What follows belongs to an exercise in optimizing a design on an open flow for small area, a short achievable clock period and few clock cycles; a production flow would make more cautious choices. The RTL was checked by simulation tests, not by an equivalence proof against the original design. Power and IR drop assume default switching activity.

## design/flow/run.sh

```bash
#!/bin/bash
# synth_recipe.tcl (not shown) runs the flow's synth.tcl, then flattens the netlist and writes it again
# the make line also repeats each setting of config.mk as NAME=value (left out here)
make -C /OpenROAD-flow-scripts/flow DESIGN_CONFIG=/design/flow/config.mk WORK_HOME=/design/flow/orfs CLKGATE_MAP_FILE= SYNTH_SCRIPT=/design/flow/synth_recipe.tcl finish
```

## design/flow/config.mk

```make
export PLATFORM = sky130hd
export DESIGN_NAME = sieve_engine
export DESIGN_NICKNAME = sieve_engine
export VERILOG_FILES = /design/flow/design.v
export SDC_FILE = /design/flow/constraint.sdc
export NUM_CORES = 8
export LEC_CHECK = 0
export CAP_MARGIN = 20
export CORE_MARGIN = 2
export CORE_UTILIZATION = 30
export SLEW_MARGIN = 20
export SYNTH_MEMORY_MAX_BITS = 16384
```

## design/flow/constraint.sdc

```tcl
create_clock -name core_clock -period 12.0 [get_ports {clk}]
set_input_delay 2.4000 -clock core_clock [delete_from_list [all_inputs] [get_ports {clk}]]
set_output_delay 2.4000 -clock core_clock [all_outputs]
set_load 0.01 [all_outputs]
```

## design/flow/design.v

```verilog
module sieve_engine (
    input  wire        clk,
    input  wire        rst_n,
    input  wire        reg_we,
    input  wire [8:0]  reg_addr,
    input  wire [63:0] reg_wdata,
    output reg  [63:0] reg_rdata,
    input  wire [2:0]  win_addr,
    output wire [63:0] win_rdata,
    output wire        irq
);
    localparam NB_MAX  = 32;
    localparam PG_MAX  = 8;
    localparam PR_MAX  = 128;
    localparam LIM_MAX = 60 * (NB_MAX - 1);       
    localparam A_ID = 9'h00, A_CAP0 = 9'h01, A_CAP1 = 9'h02, A_CTRL = 9'h03,
               A_STATUS = 9'h04, A_CMD = 9'h05, A_ARG0 = 9'h06, A_ARG1 = 9'h07,
               A_RES0 = 9'h08, A_RES1 = 9'h09, A_LIMIT = 9'h0a, A_NBLOCKS = 9'h0b,
               A_SEGSIZE = 9'h0c, A_SEGBASE = 9'h0d, A_NGROUPS = 9'h0e,
               A_NRECORDS = 9'h0f;
    localparam [63:0] ID_VALUE = 64'h4743_3630_0007_0001;
    localparam E_OK = 8'h00, E_ILLEGAL = 8'h01, E_STATE = 8'h02, E_ARG = 8'h03,
               E_PRIME = 8'h04, E_DUP = 8'h05, E_RANGE = 8'h06, E_NOMEM = 8'h07,
               E_PDB_FULL = 8'h08;
    localparam S_IDLE = 4'd0, S_DISPATCH = 4'd1, S_CLS = 4'd2, S_WALK = 4'd3,
               S_WALK_END = 4'd4, S_APPLY_LOAD = 4'd5, S_APPLY_RUN = 4'd6,
               S_SEG = 4'd7, S_REC = 4'd8, S_RDREC = 4'd9;
    function [4:0] rmap;                  
        input [5:0] r;
        begin
            case (r)
                6'd1:  rmap = {1'b1, 4'd0};
                6'd3:  rmap = {1'b1, 4'd1};
                6'd7:  rmap = {1'b1, 4'd2};
                6'd9:  rmap = {1'b1, 4'd3};
                6'd13: rmap = {1'b1, 4'd4};
                6'd19: rmap = {1'b1, 4'd5};
                6'd21: rmap = {1'b1, 4'd6};
                6'd27: rmap = {1'b1, 4'd7};
                6'd31: rmap = {1'b1, 4'd8};
                6'd33: rmap = {1'b1, 4'd9};
                6'd37: rmap = {1'b1, 4'd10};
                6'd39: rmap = {1'b1, 4'd11};
                6'd43: rmap = {1'b1, 4'd12};
                6'd49: rmap = {1'b1, 4'd13};
                6'd51: rmap = {1'b1, 4'd14};
                6'd57: rmap = {1'b1, 4'd15};
                default: rmap = 5'd0;
            endcase
        end
    endfunction
    function [4:0] popcount16;
        input [15:0] v;
        integer i;
        begin
            popcount16 = 5'd0;
            for (i = 0; i < 16; i = i + 1)
                popcount16 = popcount16 + {4'd0, v[i]};
        end
    endfunction
    reg        ctrl_ie;
    reg        busy, done, ovr, configured;
    reg [7:0]  errcode, lastop;
    reg [63:0] arg0, arg1, result0, result1;
    reg [10:0] limit;
    reg [5:0]  nblocks;
    reg [63:0] segsize;
    reg [5:0]  segbase;
    reg [3:0]  ngroups;
    reg [7:0]  nrecords;
    reg [63:0] l_cmd, l_a0, l_a1;
    reg [15:0] bs       [0:NB_MAX-1];
    reg [5:0]  g_p      [0:PG_MAX-1];
    reg [6:0]  g_first  [0:PG_MAX-1];
    reg [4:0]  g_count  [0:PG_MAX-1];
    reg [6:0]  r_start  [0:PR_MAX-1];
    reg [6:0]  r_cursor [0:PR_MAX-1];
    reg [15:0] r_mask   [0:PR_MAX-1];
    reg [2:0]  r_group  [0:PR_MAX-1];
    reg [3:0]  state;
    reg [63:0] div_n;                     
    reg [5:0]  div_r;                     
    reg [6:0]  div_cnt;
    reg [5:0]  w_p;                       
    reg [5:0]  w_r, w_r0, w_delta;
    reg [6:0]  w_b;
    reg [1:0]  w_carry;
    reg [4:0]  w_c;                       
    reg [6:0]  w_last;                    
    reg [15:0] w_mask;                    
    reg [7:0]  j, j_end;                  
    reg [6:0]  k;                         
    reg [5:0]  seg_end;
    reg [15:0] cnt_writes, cnt_cleared;
    reg [31:0] cnt_segs;
    wire wr_ctrl   = reg_we && reg_addr == A_CTRL;
    wire wr_status = reg_we && reg_addr == A_STATUS;
    wire wr_cmd    = reg_we && reg_addr == A_CMD;
    wire srst      = wr_ctrl && reg_wdata[0];
    wire issue     = wr_cmd && !busy;
    wire [7:0]  opc = l_cmd[7:0];
    wire [31:0] imm = l_cmd[63:32];
    wire [1:0]  sel = l_cmd[9:8];
    wire zero_63_8  = (l_cmd[63:8] == 56'd0);
    wire zero_31_8  = (l_cmd[31:8] == 24'd0);
    wire zero_31_10 = (l_cmd[31:10] == 22'd0);
    reg  legal;
    always @(*) begin
        case (opc)
            8'h00, 8'h01, 8'h02, 8'h03, 8'h09: legal = zero_63_8;
            8'h04, 8'h05, 8'h07, 8'h08:        legal = zero_31_8;
            8'h06:                             legal = zero_31_10;
            default:                           legal = 1'b0;
        endcase
    end
    wire [10:0] cfg_lim = l_a0[10:0];
    wire [5:0]  cfg_nb  = (cfg_lim + 11'd59) / 11'd60 + 6'd1;
    wire        p_big   = (imm[31:6] != 26'd0);
    wire [5:0]  p6      = imm[5:0];
    wire [11:0] p_sq    = p6 * p6;
    wire        p_bad   = p_big || p6 < 6'd7 || !p6[0] || (p6 % 6'd3) == 6'd0 ||
                          (p6 % 6'd5) == 6'd0 || p_sq > {1'b0, limit};
    reg         p_dup;
    integer     gi;
    always @(*) begin
        p_dup = 1'b0;
        for (gi = 0; gi < PG_MAX; gi = gi + 1)
            if (gi < ngroups && g_p[gi] == p6)
                p_dup = 1'b1;
    end
    wire [11:0] n0m10   = p_sq - 12'd10;
    wire [6:0]  p2      = {p6, 1'b0};
    wire [10:0] q_n     = l_a0[10:0];
    wire [10:0] q_d     = q_n - 11'd10;
    wire [4:0]  q_blk   = q_d / 11'd60;
    wire [5:0]  q_r     = q_d % 11'd60;
    wire [4:0]  q_map   = rmap(q_r);
    wire [15:0] q_word  = bs[q_blk];
    reg         q_v;
    always @(*) begin
        if (q_n < 11'd2)
            q_v = 1'b0;
        else if (q_n == 11'd2 || q_n == 11'd3 || q_n == 11'd5 || q_n == 11'd7)
            q_v = 1'b1;
        else if (q_n < 11'd11)
            q_v = 1'b0;
        else
            q_v = q_map[4] & q_word[q_map[3:0]];
    end
    wire [6:0]  div_t   = {div_r, div_n[63]};
    wire        div_ge  = (div_t >= 7'd60);
    wire [6:0]  div_rn  = div_ge ? div_t - 7'd60 : div_t;
    wire [4:0]  cls_map = rmap(div_r);
    wire [4:0]  w_map   = rmap(w_r);
    wire [6:0]  w_t     = {1'b0, w_r} + {1'b0, w_delta};
    wire        w_wrap  = (w_t >= 7'd60);
    wire [5:0]  w_rn    = w_wrap ? w_t - 7'd60 : w_t[5:0];
    wire [6:0]  w_bn    = w_b + w_carry + w_wrap;
    wire        w_merge = (w_c != 5'd0) && (w_last == w_b);
    wire [15:0] w_bitm  = 16'd1 << w_map[3:0];
    wire [7:0]  w_idx   = nrecords + w_c - (w_merge ? 8'd1 : 8'd0);
    wire [4:0]  w_cnew  = w_c + ((w_map[4] && !w_merge) ? 5'd1 : 5'd0);
    wire [6:0]  rj_start  = r_start[j[6:0]];
    wire [6:0]  rj_cursor = r_cursor[j[6:0]];
    wire [15:0] rj_mask   = r_mask[j[6:0]];
    wire [2:0]  rj_group  = r_group[j[6:0]];
    wire [5:0]  rj_p      = g_p[rj_group];
    wire [2:0]  gsel      = imm[2:0];
    reg         elim_en;
    reg  [4:0]  elim_idx;
    reg  [15:0] elim_mask;
    wire [15:0] elim_old  = bs[elim_idx];
    wire [15:0] elim_new  = elim_old & elim_mask;
    wire [4:0]  elim_clr  = popcount16(elim_old & ~elim_mask);
    wire [5:0]  seg_left  = nblocks - segbase;
    wire [5:0]  seg_len   = (segsize < {58'd0, seg_left}) ? segsize[5:0] : seg_left;
    always @(*) begin
        elim_en   = 1'b0;
        elim_idx  = 5'd0;
        elim_mask = 16'hffff;
        if (state == S_APPLY_RUN && {1'b0, k} < {2'b0, nblocks}) begin
            elim_en   = 1'b1;
            elim_idx  = k[4:0];
            elim_mask = rj_mask;
        end else if (state == S_REC && j != nrecords &&
                     {1'b0, rj_cursor} < {2'b0, seg_end}) begin
            elim_en   = 1'b1;
            elim_idx  = rj_cursor[4:0];
            elim_mask = rj_mask;
        end
    end
    reg         rec_we;
    reg  [6:0]  rec_idx;
    reg  [6:0]  rec_start_d, rec_cursor_d;
    reg  [15:0] rec_mask_d;
    reg  [2:0]  rec_group_d;
    reg         cur_we;                   
    always @(*) begin
        rec_we       = 1'b0;
        rec_idx      = 7'd0;
        rec_start_d  = w_b;
        rec_cursor_d = w_b;
        rec_mask_d   = (w_merge ? w_mask : 16'hffff) & ~w_bitm;
        rec_group_d  = ngroups[2:0];
        cur_we       = 1'b0;
        if (state == S_WALK && w_map[4] && w_idx < PR_MAX) begin
            rec_we  = 1'b1;
            rec_idx = w_idx[6:0];
        end else if (elim_en && state == S_REC) begin
            cur_we       = 1'b1;
            rec_idx      = j[6:0];
            rec_cursor_d = rj_cursor + {1'b0, rj_p};
        end
    end
    always @(posedge clk) begin
        if (rec_we) begin
            r_start[rec_idx]  <= rec_start_d;
            r_mask[rec_idx]   <= rec_mask_d;
            r_group[rec_idx]  <= rec_group_d;
        end
        if (rec_we || cur_we)
            r_cursor[rec_idx] <= rec_cursor_d;
    end
    wire grp_we = (state == S_WALK_END) && ({1'b0, nrecords} + {4'd0, w_c} <= PR_MAX);
    always @(posedge clk) begin
        if (grp_we) begin
            g_p[ngroups[2:0]]     <= w_p;
            g_first[ngroups[2:0]] <= nrecords[6:0];
            g_count[ngroups[2:0]] <= w_c;
        end
    end
    wire cfg_fill = (state == S_DISPATCH) && legal && opc == 8'h02 &&
                    l_a0 != 64'd0 && l_a1 != 64'd0 && l_a0 <= LIM_MAX;
    integer bi;
    always @(posedge clk) begin
        for (bi = 0; bi < NB_MAX; bi = bi + 1) begin
            if (cfg_fill)
                bs[bi] <= 16'hffff;
            else if (elim_en && elim_idx == bi)
                bs[bi] <= elim_new;
        end
    end
    task finish;
        input [7:0]  code;
        begin
            errcode <= code;
            done    <= 1'b1;
            busy    <= 1'b0;
            state   <= S_IDLE;
        end
    endtask
    task complete;
        input [63:0] r0;
        input [63:0] r1;
        begin
            result0 <= r0;
            result1 <= r1;
            finish(E_OK);
        end
    endtask
    task deconfigure;
        begin
            configured <= 1'b0;
            limit      <= 11'd0;
            nblocks    <= 6'd0;
            segsize    <= 64'd0;
            segbase    <= 6'd0;
            ngroups    <= 4'd0;
            nrecords   <= 8'd0;
        end
    endtask
    task reset_all;
        begin
            ctrl_ie    <= 1'b0;
            busy       <= 1'b0;
            done       <= 1'b0;
            ovr        <= 1'b0;
            errcode    <= 8'd0;
            lastop     <= 8'd0;
            arg0       <= 64'd0;
            arg1       <= 64'd0;
            result0    <= 64'd0;
            result1    <= 64'd0;
            deconfigure;
            l_cmd      <= 64'd0;
            l_a0       <= 64'd0;
            l_a1       <= 64'd0;
            state      <= S_IDLE;
            div_n      <= 64'd0;
            div_r      <= 6'd0;
            div_cnt    <= 7'd0;
            w_p        <= 6'd0;
            w_r        <= 6'd0;
            w_r0       <= 6'd0;
            w_delta    <= 6'd0;
            w_b        <= 7'd0;
            w_carry    <= 2'd0;
            w_c        <= 5'd0;
            w_last     <= 7'd0;
            w_mask     <= 16'd0;
            j          <= 8'd0;
            j_end      <= 8'd0;
            k          <= 7'd0;
            seg_end    <= 6'd0;
            cnt_writes <= 16'd0;
            cnt_cleared<= 16'd0;
            cnt_segs   <= 32'd0;
        end
    endtask
    always @(posedge clk or negedge rst_n) begin
        if (!rst_n) begin
            reset_all;
        end else if (srst) begin
            reset_all;
        end else begin
            if (wr_ctrl)
                ctrl_ie <= reg_wdata[1];
            if (wr_status) begin
                if (reg_wdata[1]) done <= 1'b0;
                if (reg_wdata[5]) ovr  <= 1'b0;
            end
            if (reg_we && busy &&
                (reg_addr == A_CMD || reg_addr == A_ARG0 || reg_addr == A_ARG1))
                ovr <= 1'b1;
            if (reg_we && !busy && reg_addr == A_ARG0)
                arg0 <= reg_wdata;
            if (reg_we && !busy && reg_addr == A_ARG1)
                arg1 <= reg_wdata;
            if (issue) begin
                l_cmd  <= reg_wdata;
                l_a0   <= arg0;
                l_a1   <= arg1;
                busy   <= 1'b1;
                done   <= 1'b0;
                lastop <= reg_wdata[7:0];
                state  <= S_DISPATCH;
            end
            case (state)
            S_DISPATCH: begin
                if (!legal) begin
                    finish(E_ILLEGAL);
                end else begin
                    case (opc)
                    8'h00: finish(E_OK);                               
                    8'h01: begin                                       
                        if (l_a0 < 64'd10) begin
                            complete(64'd0, 64'h1_0000);
                        end else begin
                            div_n   <= l_a0 - 64'd10;
                            div_r   <= 6'd0;
                            div_cnt <= 7'd64;
                            state   <= S_CLS;
                        end
                    end
                    8'h02: begin                                       
                        if (l_a0 == 64'd0 || l_a1 == 64'd0) begin
                            deconfigure;
                            finish(E_ARG);
                        end else if (l_a0 > LIM_MAX) begin
                            deconfigure;
                            finish(E_NOMEM);
                        end else begin
                            configured <= 1'b1;
                            limit      <= cfg_lim;
                            nblocks    <= cfg_nb;
                            segsize    <= l_a1;
                            segbase    <= 6'd0;
                            ngroups    <= 4'd0;
                            nrecords   <= 8'd0;
                            complete({58'd0, cfg_nb}, 64'd0);
                        end
                    end
                    8'h03: begin                                       
                        if (!configured)
                            finish(E_STATE);
                        else if (l_a0 >= {58'd0, nblocks})
                            finish(E_RANGE);
                        else
                            complete({48'd0, bs[l_a0[4:0]]}, 64'd0);
                    end
                    8'h04: begin                                       
                        if (!configured || segbase != 6'd0)
                            finish(E_STATE);
                        else if (p_bad)
                            finish(E_PRIME);
                        else if (p_dup)
                            finish(E_DUP);
                        else if (ngroups == PG_MAX)
                            finish(E_PDB_FULL);
                        else begin
                            w_p     <= p6;
                            w_r     <= n0m10 % 12'd60;
                            w_r0    <= n0m10 % 12'd60;
                            w_b     <= n0m10 / 12'd60;
                            w_delta <= p2 % 7'd60;
                            w_carry <= p2 / 7'd60;
                            w_c     <= 5'd0;
                            state   <= S_WALK;
                        end
                    end
                    8'h05: begin                                       
                        if (!configured)
                            finish(E_STATE);
                        else if (imm >= {28'd0, ngroups})
                            finish(E_RANGE);
                        else
                            complete({58'd0, g_p[gsel]},
                                     {27'd0, g_count[gsel], 25'd0, g_first[gsel]});
                    end
                    8'h06: begin                                       
                        if (!configured)
                            finish(E_STATE);
                        else if (imm >= {24'd0, nrecords})
                            finish(E_RANGE);
                        else begin
                            j     <= imm[7:0];
                            state <= S_RDREC;
                        end
                    end
                    8'h07: begin                                       
                        if (!configured)
                            finish(E_STATE);
                        else if (imm >= {28'd0, ngroups})
                            finish(E_RANGE);
                        else begin
                            j           <= {1'b0, g_first[gsel]};
                            j_end       <= {1'b0, g_first[gsel]} + {3'd0, g_count[gsel]};
                            cnt_writes  <= 16'd0;
                            cnt_cleared <= 16'd0;
                            state       <= S_APPLY_LOAD;
                        end
                    end
                    8'h08: begin                                       
                        if (!configured)
                            finish(E_STATE);
                        else begin
                            cnt_segs    <= 32'd0;
                            cnt_cleared <= 16'd0;
                            state       <= S_SEG;
                        end
                    end
                    default: begin                                     
                        if (!configured)
                            finish(E_STATE);
                        else if (l_a0 > {53'd0, limit})
                            finish(E_RANGE);
                        else
                            complete({63'd0, q_v}, 64'd0);
                    end
                    endcase
                end
            end
            S_RDREC: begin                                         
                case (sel)
                2'd0:    complete({57'd0, rj_start}, 64'd0);
                2'd1:    complete({57'd0, rj_cursor}, 64'd0);
                2'd2:    complete({26'd0, rj_p, 16'd0, rj_mask}, 64'd0);
                default: complete({61'd0, rj_group}, 64'd0);
                endcase
            end
            S_CLS: begin
                if (div_cnt == 7'd0) begin
                    complete(div_n, {47'd0, 1'b0, 4'd0, cls_map[3:0], cls_map[4],
                                     1'b0, div_r});
                end else begin
                    div_r   <= div_rn[5:0];
                    div_n   <= {div_n[62:0], div_ge};
                    div_cnt <= div_cnt - 7'd1;
                end
            end
            S_WALK: begin
                if (w_map[4]) begin
                    w_c    <= w_cnew;
                    w_last <= w_b;
                    w_mask <= rec_mask_d;
                end
                w_r <= w_rn;
                w_b <= w_bn;
                if (w_rn == w_r0)
                    state <= S_WALK_END;
            end
            S_WALK_END: begin
                if ({1'b0, nrecords} + {4'd0, w_c} > PR_MAX) begin
                    finish(E_PDB_FULL);
                end else begin
                    ngroups  <= ngroups + 4'd1;
                    nrecords <= nrecords + {3'd0, w_c};
                    complete({60'd0, ngroups}, {59'd0, w_c});
                end
            end
            S_APPLY_LOAD: begin
                if (j == j_end) begin
                    complete({48'd0, cnt_writes}, {48'd0, cnt_cleared});
                end else begin
                    k     <= rj_start;
                    state <= S_APPLY_RUN;
                end
            end
            S_APPLY_RUN: begin
                if (elim_en) begin
                    cnt_writes  <= cnt_writes + 16'd1;
                    cnt_cleared <= cnt_cleared + {11'd0, elim_clr};
                    k           <= k + {1'b0, rj_p};
                end else begin
                    j     <= j + 8'd1;
                    state <= S_APPLY_LOAD;
                end
            end
            S_SEG: begin
                if (segbase >= nblocks || (imm != 32'd0 && cnt_segs == imm)) begin
                    complete({32'd0, cnt_segs}, {48'd0, cnt_cleared});
                end else begin
                    seg_end <= segbase + seg_len;
                    j       <= 8'd0;
                    state   <= S_REC;
                end
            end
            S_REC: begin
                if (j == nrecords) begin
                    segbase  <= seg_end;
                    cnt_segs <= cnt_segs + 32'd1;
                    state    <= S_SEG;
                end else if (elim_en) begin
                    cnt_cleared <= cnt_cleared + {11'd0, elim_clr};
                end else begin
                    j <= j + 8'd1;
                end
            end
            default: ;
            endcase
        end
    end
    wire complete_flag = configured && (segbase == nblocks);
    wire [63:0] status = {40'd0, lastop, errcode, 2'b00, ovr, (errcode != 8'd0),
                          complete_flag, configured, done, busy};
    always @(*) begin
        case (reg_addr)
            A_ID:       reg_rdata = ID_VALUE;
            A_CAP0:     reg_rdata = NB_MAX;
            A_CAP1:     reg_rdata = {32'd0 + PR_MAX, 32'd0 + PG_MAX};
            A_CTRL:     reg_rdata = {62'd0, ctrl_ie, 1'b0};
            A_STATUS:   reg_rdata = status;
            A_ARG0:     reg_rdata = arg0;
            A_ARG1:     reg_rdata = arg1;
            A_RES0:     reg_rdata = result0;
            A_RES1:     reg_rdata = result1;
            A_LIMIT:    reg_rdata = {53'd0, limit};
            A_NBLOCKS:  reg_rdata = {58'd0, nblocks};
            A_SEGSIZE:  reg_rdata = segsize;
            A_SEGBASE:  reg_rdata = {58'd0, segbase};
            A_NGROUPS:  reg_rdata = {60'd0, ngroups};
            A_NRECORDS: reg_rdata = {56'd0, nrecords};
            default:    reg_rdata = 64'd0;
        endcase
    end
    wire [15:0] win_blk [0:3];
    genvar wi;
    generate
        for (wi = 0; wi < 4; wi = wi + 1) begin : g_win
            wire [5:0] idx = {1'b0, win_addr, wi[1:0]};
            assign win_blk[wi] = (configured && idx < nblocks) ? bs[idx[4:0]] : 16'd0;
        end
    endgenerate
    assign win_rdata = {win_blk[3], win_blk[2], win_blk[1], win_blk[0]};
    assign irq = ctrl_ie & done;
endmodule
```

==> results.txt <==
CTS buffer count -> 588
Syn Area/Cell -> 15.3 um2
TritonCTS Sinks -> 5626
Status -> no timing/DRC/antenna violations
Critical Path Slowest Stage Cell -> dfrtp_4
Ys Warns -> 2
Clk pin slew, worst setup/hold paths -> 0.06 ns
FF-to-FF Start -> j[0]
Reg-to-Reg End -> cnt_cleared[14]
Core area -> 812000 um2
Detailed-route DRC error count -> 0
Port Buf Inserts -> 207
Unrepaired setup endpoints after global routing -> no
Initial core utilization -> 30.1%
PD cells -> 202 nW/um2
Vias in the first global route -> 154000
Share of the synthesized area in the top cell type -> 53.6%
Worst slew pin tran -> 1.34 ns
Syn Nets -> 16200
Post-synth ARST share -> 13.3%
Critical Path RT -> 13.00 ns
CTS tree -> built
CP Capture Type -> flip-flop
CTS Hold Bufs -> 0
Setup Fix Bufs, Post-CTS -> 0
Period utilization -> 97.6%
Post-CTS sizing -> 0
Root buf cell -> clkbuf_16
FF+latch count, synth -> 5626
Share of layout cells above drive strength 1 -> 20.7%
Area growth syn-to-layout -> 16.3%
Top post-synthesis cells by area -> edfxtp_1, mux4_2, dfrtp_1, dfxtp_1, nand2_1
Max stage delay on crit path -> 0.58 ns
Max-slew violations -> 0
Largest net degree at the start of global routing -> 183
Placer Congestion -> 1.04
Global-route wire length before repair -> 1260000 um
Post-layout minimum cycle time -> 11.71 ns
P_leak -> 94.0 nW
Mapped cell area -> 245000 um2
Reg2reg setup slack -> 0.29 ns
Latest clock arrival within the worst-skew pair -> 1.15 ns
H-tree Lvls -> 6
CP Data Arrival Time -> 12.71 ns
Count of cell types in the netlist -> 117
Syn Inst Count -> 15900
Post-layout util -> 35.0%
HPWL Detailed -> 591000 um
Overall Global Routing Usage -> 21.5%
Wire per inst -> 33.1 um
Max Fclk -> 85.4 MHz
Worst hold path startpoint -> div_cnt[6]
Rows -> 331
Hold Crit Endpoint -> div_cnt[6]
Final setup vio count -> 0
Most used cell, CP -> fa_1
CTS Buffer Depth -> 4
R2R cell count -> 42
Setup Skew -> 0.0858 ns
DRT iter0 DRCs -> 25300
Design Power -> 0.0574 W
Routed WL -> 919000 um
Max-cap violations -> 0
Vias -> 161000
Ports -> 208
Top FF cell, synth -> edfxtp_1
Setup crit start kind -> flip-flop
Die H -> 907 um
Worst Hold Class -> flip-flop to flip-flop
Horiz. Die Dim -> 907 um
Initial antenna violation count -> 83
Detailed Routing Iterations Pass 1 -> 13
Final nets -> 16700
Grt ovf -> 0
Crit path kind -> flip-flop to flip-flop
Setup TNS -> 0 ns
Worst slew margin -> 9.35%
Fill cells -> 76400
Hold Fails Final Rpt -> 0
Peak VDD IR -> 0.000205 V
Post-synthesis sequential area ratio -> 65.5%
Hold path cells -> 1
Die area -> 822000 um2
Vias/cell -> 5.81
DRT antenna net count -> 0
Largest area contributor in the netlist -> edfxtp_1
EDFF count, synth -> 4368
CP max FO -> 19
-- cells in the final DEF (no fill, tap or decap), types with 94 or more instances in the layout --
cell type        count
edfxtp_1          4368
nand2_1           1559
mux4_2            1436
nor2_1             848
dfrtp_1            728
buf_4              714
clkbuf_16          598
a21oi_1            574
o211ai_1           546
dfxtp_1            512
a22oi_1            487
o21ai_0            311
a22o_1             304
mux2i_1            237
a221oi_1           217
clkdlybuf4s50_1    205
nand3_1            180
xnor2_1            177
inv_1              171
ha_1               169
xor2_1             145
nor2_4             137
nand4_1            131
a222oi_1           119
clkbuf_1           116
nor3_1             105
clkinv_1           103
a211oi_1            94
-- sequential cells by signal (all words and copies together), names as in the netlist, 384 cells and up --
signal / flops
r_start: 896
bs: 512
r_cursor: 896
r_group: 384
r_mask: 2048
-- power breakdown --
| group | internal (W) | leakage (nW) | switching, W |
|---|---|---|---|
| registers | 0.0232 | 55.8 | 0.000713 |
| logic | 0.00562 | 28.9 | 0.00960 |
| clock network | 0.0104 | 9.32 | 0.00793 |
-- final cells by class --
cell class | count | area [um2] | area share, %
antenna | 46 | 115 | 0.0405
clock buffer | 747 | 15800 | 5.56
clock inverter | 309 | 3260 | 1.15
inverter | 179 | 684 | 0.241
multi-input combinational | 8981 | 81200 | 28.5
sequential | 5626 | 160000 | 56.3
tap | 10800 | 13500 | 4.76
timing repair buffer | 1025 | 9620 | 3.38
-- routing by layer --
| layer | vias up | global-route usage [%] | routed length [um] |
|---|---|---|---|
| met1 | 83800 | 28.5 | 358000 |
| met3 | 2413 | 5.35 | 94100 |
| met4 | 28 | 11.0 | 56800 |
| li1 | 64700 | - | - |
| met5 | - | 0 | 300 |
| met2 | 10000 | 32.7 | 410000 |
-- through the flow --
stage	setup WS, ns	area (um2)	hold WS, ns	instances
3_5_place_dp	0.137	265000	0.466	26600
4_1_cts	0.0640	284000	0.479	27700
5_1_grt	0.0265	284000	0.506	27700
6_report	0.291	284000	0.480	27700
3_3_place_gp	-0.0969	264000	0.461	26600
2_1_floorplan	-1.05	245000	0.444	15900
-- worst max-delay path, delay by kind of cell, from the launching register on --
kind | cells | cell delay [ns]
xor gates and xnor gates | 1 | 0.14
adders and majority gates | 6 | 2.95
and+or+nand+nor | 13 | 2.32
muxes | 4 | 1.88
AOI/OAI and AO/OA | 10 | 2.27
DFF | 1 | 0.58
buffers and inverters | 8 | 1.38
-- how the worst max path moves through the flow --
stage,cells past startpoint,from,slack [ns],endpoint
5_1_grt,46,j[0],0.03,cnt_cleared[14]
4_1_cts,43,j[0],0.06,cnt_cleared[14]
3_5_place_dp,43,j[0],0.14,cnt_cleared[14]
2_1_floorplan,21,j[0],-1.05,r_cursor[0][4]
6_report,42,j[0],0.29,cnt_cleared[14]
3_3_place_gp,43,j[0],-0.1,cnt_cleared[14]
-- cells by family after synthesis --
| logic type | synth area share (%) |
|---|---|
| adders and majority gates | 1.12 |
| buffers and inverters | 2.10 |
| muxes | 14.4 |
| AOI/OAI and AO/OA | 9.42 |
| and+or+nand+nor | 6.37 |
| DFF | 65.5 |
| xor gates and xnor gates | 1.16 |
-- synth_stat cells, types with 171 or more instances --
library cell  instances
edfxtp_1           4368
nand2_1            1590
mux4_2             1436
nor2_1             1000
clkbuf_1            895
dfrtp_1             746
a21oi_1             590
o211ai_1            546
dfxtp_1             512
a22oi_1             487
o21ai_0             317
a22o_1              304
mux2i_1             243
a221oi_1            217
nand3_1             186
xnor2_1             177
buf_1               173
inv_1               171
Testbench counts, summed over its fixed seeds: cycles 16,732.

[static timing again, ports no longer ideal]
Ports are ideal in the flow. The routed layout listed here was re-timed in OpenROAD.
Step 1: set_driving_cell puts a clkbuf_16 on clk and a buf_2 on each other input, an assumption about the parent block.
Step 2 times the ports against the registers' clock, not the clock port: input delays grow and output delays shrink by t, the midpoint of the rising clock arrivals with the driver on.
Slacks: no drivers / after step 1 / after step 2; pairs: no drivers / after step 1.
shift t [ns]: 1.249
setup slack, ns: 0.291 / 0.291 / 0.291
hold slack, ns: 0.480 / 0.480 / 0.480
slew at the worst register clock pin (ns): 0.07 / 0.07
After both steps setup and hold are still met in this run. For this run, drivers alone change the setup slack by 0.000 ns; drivers and shift together by 0.000 ns.
